Source: an optimization exercise on an open RTL-to-GDS flow (aim: small area). Production flows keep margins and buffers that such runs may drop.
Only simulation tests tie the RTL to the original design; equivalence was not proved.
No activity file was given, so power comes from the tool's default toggle rates.

--- flow/config.mk ---
export PLATFORM = sky130hd
export DESIGN_NAME = dccap_fa
export DESIGN_NICKNAME = dccap_fa
export VERILOG_FILES = /design/flow/design.v
export SDC_FILE = /design/flow/constraint.sdc
export NUM_CORES = 4
export LEC_CHECK = 0
export CAP_MARGIN = 20
export CORE_MARGIN = 2
export CORE_UTILIZATION = 40
export SLEW_MARGIN = 20
--- flow/constraint.sdc ---
create_clock -name core_clock -period 125.0 [get_ports {clk}]
set_input_delay 25.0000 -clock core_clock [delete_from_list [all_inputs] [get_ports {clk}]]
set_output_delay 25.0000 -clock core_clock [all_outputs]
set_load 0.01 [all_outputs]
--- flow/run.sh ---
#!/bin/bash
# synth_recipe.tcl (not shown) runs the flow's synth.tcl, then flattens the netlist and writes it again
# the make line also repeats each setting of config.mk as NAME=value (left out here)
make -C /OpenROAD-flow-scripts/flow DESIGN_CONFIG=/design/flow/config.mk WORK_HOME=/design/flow/orfs CLKGATE_MAP_FILE= SYNTH_SCRIPT=/design/flow/synth_recipe.tcl finish
--- flow/design.v ---
module dccap_framer #(
    parameter integer MAX_RETRIES   = 3,
    parameter integer BACKOFF_TICKS = 5000,
    parameter integer SETTLE_TICKS  = 10000
) (
    input  wire        clk,
    input  wire        rst,
    input  wire        tick,
    input  wire        cmd_ill,      
    input  wire        cmd_fr,       
    input  wire [3:0]  cmd_op,
    input  wire [7:0]  cmd_a,
    input  wire [15:0] cmd_d,
    output reg         bus_req,
    output reg         bus_rd,
    output reg  [1:0]  bus_len,
    output reg  [23:0] bus_wdata,
    input  wire        bus_ack,
    input  wire        bus_ok,
    input  wire [15:0] bus_rdata,
    output wire [31:0] fr_status,
    output reg  [31:0] result
);
    localparam [7:0]  RESULT_BASE   = 8'h00;
    localparam [7:0]  ID_ADDR       = 8'h7F;
    localparam [15:0] EXPECTED_ID   = 16'h3055;
    localparam [7:0]  CONFIG_ADDR   = 8'h1A;
    localparam [15:0] CONFIG_VAL    = 16'h1E01;
    localparam [15:0] RESET_PATTERN = 16'h8000;
    localparam [7:0]  MUX_ADDR      = 8'h1B;
    localparam [15:0] MUX_VAL       = 16'hC20D;
    localparam [15:0] CLKDIV_VAL    = 16'h1001;
    localparam [15:0] DRIVE_VAL     = 16'h8800;
    localparam [15:0] SETTLE_VAL    = 16'h000A;
    localparam [15:0] RCOUNT_VAL    = 16'hFFFF;
    localparam [3:0] OP_WRREG  = 4'h1;
    localparam [3:0] OP_RDREG  = 4'h2;
    localparam [3:0] OP_RDRES  = 4'h3;
    localparam [3:0] OP_RDID   = 4'h4;
    localparam [3:0] OP_DEVRST = 4'h5;
    localparam [3:0] OP_INIT   = 4'h6;
    localparam [2:0] U_TX1    = 3'd0;    
    localparam [2:0] U_TX3    = 3'd1;    
    localparam [2:0] U_RX     = 3'd2;    
    localparam [2:0] U_IDCHK  = 3'd3;
    localparam [2:0] U_SETTLE = 3'd4;    
    localparam [2:0] U_FIN    = 3'd5;
    localparam [1:0] FIN_NONE = 2'd0;
    localparam [1:0] FIN_V16  = 2'd1;
    localparam [1:0] FIN_RAW  = 2'd2;
    localparam [1:0] W_NONE    = 2'd0;
    localparam [1:0] W_BACKOFF = 2'd1;
    localparam [1:0] W_SETTLE  = 2'd2;
    localparam [3:0] E_NONE          = 4'd0;
    localparam [3:0] E_BUS_ERROR     = 4'd1;
    localparam [3:0] E_INVALID_PARAM = 4'd2;
    localparam integer WCNT_W = $clog2(SETTLE_TICKS + 1);
    reg              busy;
    reg [3:0]        err;
    reg              ovr, ill, idmm;
    reg [4:0]        pc;
    reg [1:0]        attempt;
    reg [1:0]        wkind;
    reg [WCNT_W-1:0] wcnt;
    reg [WCNT_W-1:0] wneed;
    reg [15:0]       v0, v1;
    reg [3:0]        opc;
    reg [7:0]        fa;
    reg [15:0]       fd;
    assign fr_status = {21'd0, idmm, ill, ovr, err, 3'd0, busy};
    reg [23:0] init_wr;     
    always @(*) begin
        case (pc)
            5'd3:  init_wr = {8'h14, CLKDIV_VAL};
            5'd4:  init_wr = {8'h15, CLKDIV_VAL};
            5'd5:  init_wr = {8'h16, CLKDIV_VAL};
            5'd6:  init_wr = {8'h17, CLKDIV_VAL};
            5'd7:  init_wr = {8'h1E, DRIVE_VAL};
            5'd8:  init_wr = {8'h1F, DRIVE_VAL};
            5'd9:  init_wr = {8'h20, DRIVE_VAL};
            5'd10: init_wr = {8'h21, DRIVE_VAL};
            5'd11: init_wr = {8'h10, SETTLE_VAL};
            5'd12: init_wr = {8'h11, SETTLE_VAL};
            5'd13: init_wr = {8'h12, SETTLE_VAL};
            5'd14: init_wr = {8'h13, SETTLE_VAL};
            5'd15: init_wr = {8'h08, RCOUNT_VAL};
            5'd16: init_wr = {8'h09, RCOUNT_VAL};
            5'd17: init_wr = {8'h0A, RCOUNT_VAL};
            5'd18: init_wr = {8'h0B, RCOUNT_VAL};
            5'd19: init_wr = {MUX_ADDR, MUX_VAL};
            default: init_wr = {CONFIG_ADDR, CONFIG_VAL};
        endcase
    end
    reg [2:0]  u_kind;
    reg [23:0] u_bytes;     
    reg        u_rxsel;     
    reg [1:0]  u_fin;
    always @(*) begin
        u_kind  = U_FIN;
        u_bytes = 24'd0;
        u_rxsel = 1'b0;
        u_fin   = FIN_NONE;
        case (opc)
            OP_WRREG: begin
                if (pc == 5'd0) begin u_kind = U_TX3; u_bytes = {fa, fd}; end
                else            begin u_kind = U_FIN; u_fin = FIN_NONE; end
            end
            OP_RDREG, OP_RDID: begin
                case (pc)
                    5'd0: begin
                        u_kind  = U_TX1;
                        u_bytes = {(opc == OP_RDID) ? ID_ADDR : fa, 16'd0};
                    end
                    5'd1:    begin u_kind = U_RX; u_rxsel = 1'b0; end
                    default: begin u_kind = U_FIN; u_fin = FIN_V16; end
                endcase
            end
            OP_RDRES: begin
                case (pc)
                    5'd0: begin u_kind = U_TX1; u_bytes = {RESULT_BASE + {fa[6:0], 1'b0}, 16'd0}; end
                    5'd1: begin u_kind = U_RX;  u_rxsel = 1'b0; end
                    5'd2: begin u_kind = U_TX1; u_bytes = {RESULT_BASE + {fa[6:0], 1'b0} + 8'd1, 16'd0}; end
                    5'd3: begin u_kind = U_RX;  u_rxsel = 1'b1; end
                    default: begin u_kind = U_FIN; u_fin = FIN_RAW; end
                endcase
            end
            OP_DEVRST: begin
                if (pc == 5'd0) begin u_kind = U_TX3; u_bytes = {CONFIG_ADDR, RESET_PATTERN}; end
                else            begin u_kind = U_FIN; u_fin = FIN_NONE; end
            end
            OP_INIT: begin
                if (pc == 5'd0)       begin u_kind = U_TX1; u_bytes = {ID_ADDR, 16'd0}; end
                else if (pc == 5'd1)  begin u_kind = U_RX; u_rxsel = 1'b0; end
                else if (pc == 5'd2)  u_kind = U_IDCHK;
                else if (pc <= 5'd20) begin u_kind = U_TX3; u_bytes = init_wr; end
                else if (pc == 5'd21) u_kind = U_SETTLE;
                else                  begin u_kind = U_FIN; u_fin = FIN_NONE; end
            end
            default: begin u_kind = U_FIN; u_fin = FIN_NONE; end
        endcase
    end
    wire running = busy && (wkind == W_NONE);
    wire is_bus  = (u_kind == U_TX1) || (u_kind == U_TX3) || (u_kind == U_RX);
    always @(*) begin
        bus_req   = running && is_bus;
        bus_rd    = (u_kind == U_RX);
        bus_len   = (u_kind == U_TX3) ? 2'd3 : (u_kind == U_TX1) ? 2'd1 : 2'd2;
        bus_wdata = (u_kind == U_RX) ? 24'd0 : u_bytes;
    end
    always @(posedge clk) begin
        if (rst) begin
            busy    <= 1'b0;
            err     <= E_NONE;
            ovr     <= 1'b0;
            ill     <= 1'b0;
            idmm    <= 1'b0;
            result  <= 32'd0;
            pc      <= 5'd0;
            attempt <= 2'd1;
            wkind   <= W_NONE;
            wcnt    <= {WCNT_W{1'b0}};
            wneed   <= {WCNT_W{1'b0}};
            v0      <= 16'd0;
            v1      <= 16'd0;
            opc     <= 4'd0;
            fa      <= 8'd0;
            fd      <= 16'd0;
        end else begin
            if (busy) begin
                if (wkind != W_NONE) begin
                    if (wcnt >= wneed) begin
                        if (wkind == W_BACKOFF) attempt <= attempt + 2'd1;
                        else                    pc <= pc + 5'd1;
                        wkind <= W_NONE;
                        wcnt  <= {WCNT_W{1'b0}};
                        wneed <= {WCNT_W{1'b0}};
                    end else if (tick) begin
                        wcnt <= wcnt + 1'b1;
                    end
                end else begin
                    case (u_kind)
                        U_TX1, U_TX3, U_RX: begin
                            if (bus_ack) begin
                                if (bus_ok) begin
                                    if (u_kind == U_RX) begin
                                        if (u_rxsel) v1 <= bus_rdata;
                                        else         v0 <= bus_rdata;
                                    end
                                    pc      <= pc + 5'd1;
                                    attempt <= 2'd1;
                                end else if (attempt < MAX_RETRIES) begin
                                    wkind <= W_BACKOFF;
                                    wneed <= BACKOFF_TICKS;
                                    wcnt  <= {WCNT_W{1'b0}};
                                end else begin
                                    err     <= E_BUS_ERROR;
                                    busy    <= 1'b0;
                                    attempt <= 2'd1;
                                    wkind   <= W_NONE;
                                end
                            end
                        end
                        U_IDCHK: begin
                            result <= {16'd0, v0};
                            idmm   <= (v0 != EXPECTED_ID);
                            pc     <= pc + 5'd1;
                        end
                        U_SETTLE: begin
                            wkind <= W_SETTLE;
                            wneed <= SETTLE_TICKS;
                            wcnt  <= {WCNT_W{1'b0}};
                        end
                        default: begin  
                            case (u_fin)
                                FIN_V16: result <= {16'd0, v0};
                                FIN_RAW: result <= {4'd0, v0[11:0], v1};
                                default: ;
                            endcase
                            err  <= E_NONE;
                            busy <= 1'b0;
                        end
                    endcase
                end
            end
            if (cmd_ill) ill <= 1'b1;
            if (cmd_fr) begin
                if (busy) begin
                    ovr <= 1'b1;
                end else if (cmd_op == OP_RDRES && cmd_a >= 8'd4) begin
                    err <= E_INVALID_PARAM;
                end else begin
                    opc     <= cmd_op;
                    fa      <= cmd_a;
                    fd      <= cmd_d;
                    pc      <= 5'd0;
                    attempt <= 2'd1;
                    wkind   <= W_NONE;
                    wcnt    <= {WCNT_W{1'b0}};
                    wneed   <= {WCNT_W{1'b0}};
                    err     <= E_NONE;
                    if (cmd_op == OP_INIT) idmm <= 1'b0;
                    busy    <= 1'b1;
                end
            end
        end
    end
endmodule
module dccap_act #(
    parameter integer TICK_HZ          = 1000000,
    parameter [31:0]  TOGGLE_RELOAD_MAX = 32'd65535,
    parameter integer RELOAD_OFFSET    = 0,
    parameter integer PWM_PERIOD       = 999,
    parameter integer DT_TICKS         = 2000,
    parameter [23:0]  RESET_TOGGLE_HZ  = 24'd0
) (
    input  wire        clk,
    input  wire        rst,
    input  wire        tick,
    input  wire        set_duty,     
    input  wire [15:0] duty_arg,
    input  wire        set_hz,       
    input  wire [23:0] hz_arg,
    output reg         out_a,
    output reg         out_b,
    output wire        out_pwm,
    output wire [31:0] act_status,
    output wire [31:0] toggle_hz,
    output wire [31:0] toggle_reload,
    output wire [31:0] pwm_ccr,
    output wire [31:0] pwm_ccr_next
);
    localparam integer PWM_W = $clog2(PWM_PERIOD + 1);
    localparam integer DT_W  = $clog2(DT_TICKS + 1);
    localparam [1:0] HB_IDLE     = 2'd0;
    localparam [1:0] HB_CLAIM    = 2'd1;
    localparam [1:0] HB_DEADTIME = 2'd2;
    localparam [31:0] RESET_Q      = (RESET_TOGGLE_HZ == 24'd0) ? 32'd0 : TICK_HZ / (2 * RESET_TOGGLE_HZ);
    localparam [31:0] RESET_RELOAD = (RESET_TOGGLE_HZ == 24'd0) ? 32'd0 :
                                     (RESET_Q < 32'd1) ? 32'd1 :
                                     (RESET_Q > TOGGLE_RELOAD_MAX) ? TOGGLE_RELOAD_MAX : RESET_Q;
    wire signed [15:0] duty_req = duty_arg;
    wire [6:0]  duty_clamped = (duty_req < 16'sd0)   ? 7'd0 :
                               (duty_req > 16'sd100) ? 7'd100 : duty_req[6:0];
    wire [31:0] cmp_full     = ({25'd0, duty_clamped} * (PWM_PERIOD + 1)) / 100;
    wire [PWM_W-1:0] cmp     = (cmp_full > PWM_PERIOD) ? PWM_PERIOD[PWM_W-1:0] : cmp_full[PWM_W-1:0];
    wire [31:0] hz_quot    = TICK_HZ / {7'd0, hz_arg, 1'b0};
    wire [31:0] new_reload = (hz_quot < 32'd1) ? 32'd1 :
                             (hz_quot > TOGGLE_RELOAD_MAX) ? TOGGLE_RELOAD_MAX : hz_quot;
    reg [6:0]       duty;
    reg [PWM_W-1:0] ccr_active;
    reg [PWM_W-1:0] ccr_shadow;
    reg             ccr_upd;
    reg [PWM_W-1:0] pwm_cnt;
    reg [23:0]      tog_hz;
    reg [31:0]      tog_reload;
    reg [31:0]      tog_cnt;
    reg             tog_run;
    reg             pending;
    reg [1:0]       hb_phase;
    reg             hb_target;    
    reg [DT_W-1:0]  hb_dt;
    assign out_pwm = (pwm_cnt < ccr_active);
    wire tog_event = tog_run && ({1'b0, tog_cnt} + 33'd1 >= {1'b0, tog_reload} + RELOAD_OFFSET);
    always @(posedge clk) begin
        if (rst) begin
            duty       <= 7'd0;
            ccr_active <= {PWM_W{1'b0}};
            ccr_shadow <= {PWM_W{1'b0}};
            ccr_upd    <= 1'b0;
            pwm_cnt    <= {PWM_W{1'b0}};
            tog_hz     <= RESET_TOGGLE_HZ;
            tog_reload <= RESET_RELOAD;
            tog_cnt    <= 32'd0;
            tog_run    <= (RESET_TOGGLE_HZ != 24'd0);
            pending    <= 1'b0;
            out_a      <= 1'b0;
            out_b      <= 1'b0;
            hb_phase   <= HB_IDLE;
            hb_target  <= 1'b0;
            hb_dt      <= {DT_W{1'b0}};
        end else begin
            if (tick) begin
                if (tog_run) begin
                    if (tog_event) begin
                        tog_cnt <= 32'd0;
                        pending <= 1'b1;
                    end else begin
                        tog_cnt <= tog_cnt + 32'd1;
                    end
                end
                if (pwm_cnt == PWM_PERIOD) begin
                    pwm_cnt <= {PWM_W{1'b0}};
                    if (ccr_upd) begin
                        ccr_active <= ccr_shadow;
                        ccr_upd    <= 1'b0;
                    end
                end else begin
                    pwm_cnt <= pwm_cnt + 1'b1;
                end
                if (hb_phase == HB_DEADTIME && hb_dt < DT_TICKS)
                    hb_dt <= hb_dt + 1'b1;
            end
            case (hb_phase)
                HB_IDLE: begin
                    if (pending) hb_phase <= HB_CLAIM;
                end
                HB_CLAIM: begin
                    pending   <= 1'b0;
                    hb_target <= (out_a && !out_b);
                    out_a     <= 1'b0;
                    out_b     <= 1'b0;
                    hb_dt     <= {DT_W{1'b0}};
                    hb_phase  <= HB_DEADTIME;
                end
                HB_DEADTIME: begin
                    if (hb_dt >= DT_TICKS) begin
                        out_a    <= !hb_target;
                        out_b    <= hb_target;
                        hb_phase <= HB_IDLE;
                    end
                end
                default: hb_phase <= HB_IDLE;
            endcase
            if (set_duty) begin
                duty       <= duty_clamped;
                ccr_shadow <= cmp;
                ccr_upd    <= 1'b1;
            end
            if (set_hz && hz_arg != 24'd0) begin
                tog_reload <= new_reload;
                tog_cnt    <= 32'd0;
                tog_run    <= 1'b1;
                tog_hz     <= hz_arg;
            end
        end
    end
    wire [1:0] dir  = (out_a && !out_b) ? 2'd1 : (!out_a && out_b) ? 2'd2 : 2'd0;
    wire [1:0] view = pending ? 2'd1 : (hb_phase != HB_IDLE) ? 2'd2 : 2'd0;
    assign act_status    = {6'd0, view, 1'b0, duty, 7'd0, out_pwm, dir, hb_phase, tog_run, pending, out_b, out_a};
    assign toggle_hz     = {8'd0, tog_hz};
    assign toggle_reload = tog_reload;
    assign pwm_ccr       = {{(32-PWM_W){1'b0}}, ccr_active};
    assign pwm_ccr_next  = {ccr_upd, {(31-PWM_W){1'b0}}, ccr_shadow};
endmodule
module dccap_fa (
    input  wire        clk,
    input  wire        rst,          
    input  wire        tick,         
    input  wire        cmd_we,
    input  wire [31:0] cmd_wdata,
    input  wire [2:0]  rd_addr,
    output reg  [31:0] rd_data,
    output wire        busy,         
    output wire        bus_req,
    output wire        bus_rd,
    output wire [1:0]  bus_len,
    output wire [23:0] bus_wdata,
    input  wire        bus_ack,
    input  wire        bus_ok,
    input  wire [15:0] bus_rdata,
    output wire        out_a,
    output wire        out_b,
    output wire        out_pwm
);
    wire [3:0]  op = cmd_wdata[31:28];
    wire [3:0]  z  = cmd_wdata[27:24];
    wire [7:0]  a  = cmd_wdata[23:16];
    wire [15:0] d  = cmd_wdata[15:0];
    reg legal_fr, legal_act;
    always @(*) begin
        legal_fr  = 1'b0;
        legal_act = 1'b0;
        if (z == 4'd0) begin
            case (op)
                4'h1:             legal_fr  = 1'b1;
                4'h2, 4'h3:       legal_fr  = (d == 16'd0);
                4'h4, 4'h5, 4'h6: legal_fr  = (a == 8'd0) && (d == 16'd0);
                4'h8:             legal_act = (a == 8'd0);
                4'h9:             legal_act = 1'b1;
                default: ;
            endcase
        end
    end
    wire cmd_ill  = cmd_we && !legal_fr && !legal_act;
    wire cmd_fr   = cmd_we && legal_fr;
    wire set_duty = cmd_we && legal_act && (op == 4'h8);
    wire set_hz   = cmd_we && legal_act && (op == 4'h9);
    wire [31:0] fr_status, result;
    wire [31:0] act_status, toggle_hz, toggle_reload, pwm_ccr, pwm_ccr_next;
    dccap_framer u_framer (
        .clk       (clk),
        .rst       (rst),
        .tick      (tick),
        .cmd_ill   (cmd_ill),
        .cmd_fr    (cmd_fr),
        .cmd_op    (op),
        .cmd_a     (a),
        .cmd_d     (d),
        .bus_req   (bus_req),
        .bus_rd    (bus_rd),
        .bus_len   (bus_len),
        .bus_wdata (bus_wdata),
        .bus_ack   (bus_ack),
        .bus_ok    (bus_ok),
        .bus_rdata (bus_rdata),
        .fr_status (fr_status),
        .result    (result)
    );
    dccap_act u_act (
        .clk           (clk),
        .rst           (rst),
        .tick          (tick),
        .set_duty      (set_duty),
        .duty_arg      (d),
        .set_hz        (set_hz),
        .hz_arg        (cmd_wdata[23:0]),
        .out_a         (out_a),
        .out_b         (out_b),
        .out_pwm       (out_pwm),
        .act_status    (act_status),
        .toggle_hz     (toggle_hz),
        .toggle_reload (toggle_reload),
        .pwm_ccr       (pwm_ccr),
        .pwm_ccr_next  (pwm_ccr_next)
    );
    assign busy = fr_status[0];
    always @(*) begin
        case (rd_addr)
            3'd0:    rd_data = 32'd0;           
            3'd1:    rd_data = fr_status;
            3'd2:    rd_data = result;
            3'd3:    rd_data = act_status;
            3'd4:    rd_data = toggle_hz;
            3'd5:    rd_data = toggle_reload;
            3'd6:    rd_data = pwm_ccr;
            default: rd_data = pwm_ccr_next;
        endcase
    end
endmodule
==> results.toml <==
[outcome]
status = "finished clean"

[timing]
fin_worst_skew_ns = 0.0264
whs_ns = 0.453
finalSetupTns_ns = 0
min_period_ns = 107.88
relSlewSlack_pct = 27.6
rsz0062_at_grt = "no"
slew_violations = 0
clock.fmax_ghz = 0.00927
period_share_pct = 86.3
setup_violations = 0
final_hold_viol_count = 0
worst_pin_slew_ns = 1.09

[synthesis]
ys_warn_count = 3
synthTopCellsByArea = "ha_1, dfxtp_1, a21oi_1, nand2_1, nor2_1"
syn_avg_cell_area_sq_um = 7.18
syn-instance-count = 6296
synth_edf_count = 0
netlist.area_leader.share_pct = 15.1
synth_top_flop_cell = "dfxtp_1"
postSynthRegisterBits = 292
syn_area_sq_um = 45200
ys_seq_area_share_pct = 12.9
synthesis.nets = 6915
synth.distinct_cells = 131
synth-async-reset-ratio_pct = 0
synth_top_cell_by_area = "ha_1"

[floorplanning]
pin_count = 121
die_h_microns = 340
die_x_microns = 340
dieArea_sq_um = 116000
initial_utilization_pct = 40.2
coreArea_sq_um = 112000
num_rows = 123

[setup_path]
path_delay_family = "compound AO/OA/AOI/OAI gates"
worst_ep_required_time_ns = 125.43
path_class = "in2reg"
critPathMostFrequentCell = "o21ai_0"
cp-start-kind = "primary input"
crit_fanout = 34
crit_path_top_delay_cell = "clkdlybuf4s50_1"
critPathArrivalTime_ns = 108.31
endpoint_kind = "register"
timing.critical_path.buf_inv = 11
slowest_delay_ns = 0.96

[clocking]
hold_buffers = 0
root_buffer = "clkbuf_16"
cts_tree = "built"
cts.sinks = 292
ctsResizeCount = 0
cts_made_buffers = 36
path_clk_slew_ns = 0.06
cts_setup_buffers = 0
htree_levels = 2
clock_path_buffers = 3
clk_latency_ns = 0.56

[global_route]
grt_pass1_wl_mm = 254
overflow = 0
grt_start_max_net_pins = 72
antenna_found_initial = 11
grt_usage_pct = 27.1
grt_pass1_vias = 44200

[power]
p_leak_uw = 0.0212
cellPowerDensity_nw_per_um2 = 12.5
ir_drop_mv = 0.0403

[drt]
wl_per_cell_microns = 21.0
dr_total_vias = 47400
first_pass_iters = 6
drc = 0
vias_per_cell = 6.07
drtIter0Drc = 4014
wl_mm = 164
drtAntennaViolNets = 0

[final_layout]
n_antenna_cell = 0
area_delta_synth_final_pct = 8.79
fin_util_pct = 43.8
layout_commonest_cell = "nand2_1"
nets = 6906
mostFrequentLayoutCells = "nand2_1, nor2_1, a21oi_1"
drive_gt1_share_pct = 6.57

[placement]
io_buffer_count = 120
place_congestion = 0.982
dp_hpwl_mm = 126

[job]
cap_violations = 0

[hold_path]
hp-class = "reg2reg"
==> flip-flops by register name, indices dropped and copies added (netlist names), 4 cells and up <==
signal and count:
u_framer.v1 16, u_framer.fa 8, u_framer.err 4, u_framer.fd 16, u_act.ccr_active 10, u_act.tog_reload 31, u_framer.wneed 14, u_framer.result 28
u_act.tog_cnt 32, u_act.pwm_cnt 10, u_framer.opc 4, u_act.hb_dt 11, u_act.ccr_shadow 10, u_framer.wcnt 14, u_act.tog_hz 24, u_act.duty 7
u_framer.v0 16, u_framer.init_wr 16, u_framer.pc 5
==> cell type report <==
type	instances	area [sq um]
Fill cell	11500	63200
Multi-Input combinational cell	5482	37400
Sequential cell	292	5850
Tap cell	1500	1880
Timing Repair Buffer	207	1840
Clock buffer	54	1040
Inverter	268	1010
Clock inverter	10	100
==> power by group <==
part / internal [uW] / switching, uW / leakage, uW
Sequential: 93.2 / 0.192 / 0.00235
Combinational: 165 / 253 / 0.0183
Clock: 59.7 / 43.8 / 0.000545
Total: 318 / 297 / 0.0212
==> stage by stage <==
| step | power (uW) | worst slack, ns | instances | cell area [sq um] |
|---|---|---|---|---|
| after detailed placement | 504 | 18.29 | 7749 | 48000 |
| after floorplan | 427 | 28.60 | 6296 | 45200 |
| after global placement | 503 | 19.66 | 7749 | 48000 |
| after CTS | 608 | 18.57 | 7813 | 49200 |
| final | 614 | 17.12 | 7813 | 49200 |
| after global routing | 658 | 9.87 | 7813 | 49200 |
==> final timing paths <==
check / start / to / depth (start not counted) / slack (ns)
hold reg to reg: u_framer.fd[9] / u_framer.fd[9] / 2 / 0.45
setup / recovery: cmd_wdata[21] / u_act.tog_reload[0] / 320 / 17.12
hold / removal: u_framer.fd[9] / u_framer.fd[9] / 2 / 0.45
setup reg to reg: u_act.tog_cnt[0] / u_act.tog_cnt[9] / 22 / 118.59
==> layer usage <==
layer,track usage (%),vias to the layer above,wire length [microns]
met5,0,-,95
met3,3.33,318,11900
li1,-,23100,-
met2,44.4,1728,73400
met1,36.9,22300,72800
met4,8.88,14,5750
==> synth_stat cells, drive strengths merged (72+ instances only) <==
library cell  number
a211oi            79
a21o             217
a21oi            636
and2              72
and3              76
clkbuf           209
dfxtp            292
ha               544
inv              267
mux2             145
nand2            663
nand2b            92
nand3            141
nor2             646
nor2b             96
nor3             128
o21a             132
o21ai            414
xnor2            234
xor2             142
==> worst register-to-register path: stages, from the launching register on <==
cell      delay (ns)
dfxtp_1         0.39
ha_1            0.25
and3_1          0.30
and3_1          0.28
and3_1          0.29
nand2_1         0.13
nor3_1          0.64
and3_1          0.35
and3_1          0.26
and3_1          0.26
and3_1          0.27
nand3_1         0.24
xnor2_1         0.24
ha_1            0.27
nand4_1         0.24
o21ai_0         0.16
a21oi_1         0.23
nor2b_1         0.07
o21ai_0         0.19
o211ai_1        0.16
nor2_2          0.78
nand3b_1        0.15
a21oi_1         0.18
==> cell families after synthesis <==
kind of cell / share of synthesized area (%)
simple gates: 23.7
fa+ha+maj: 15.9
compound gates: 30.4
mux: 5.21
buf+inv: 4.44
xor+xnor: 7.38
flops: 12.9
other cells: 0.00830

-- static timing again, ports no longer ideal --
The results above use ideal ports. As a check the final layout listed here was re-extracted and re-timed, cells and wires unchanged.
Step 1 (the two cells are an assumption about what drives the block):
set clk [get_ports {clk}]
set_driving_cell -lib_cell sky130_fd_sc_hd__clkbuf_16 $clk
set_driving_cell -lib_cell sky130_fd_sc_hd__buf_2 [delete_from_list [all_inputs] $clk]
Step 2 also shifts input and output timing later by t, the mid clock arrival at the registers, as if the neighbouring blocks saw the same clock.
a / b / c = no drivers / after step 1 / after step 2; a / b = the first two.
t (ns): 0.601
setup slack, ns: 17.119 / 17.116 / 16.515
latest minus earliest clock arrival (ns): 0.027 / 0.027
After both steps setup and hold are still met in this run. For this run, drivers alone change the setup slack by -0.003 ns; drivers and shift together by -0.604 ns.
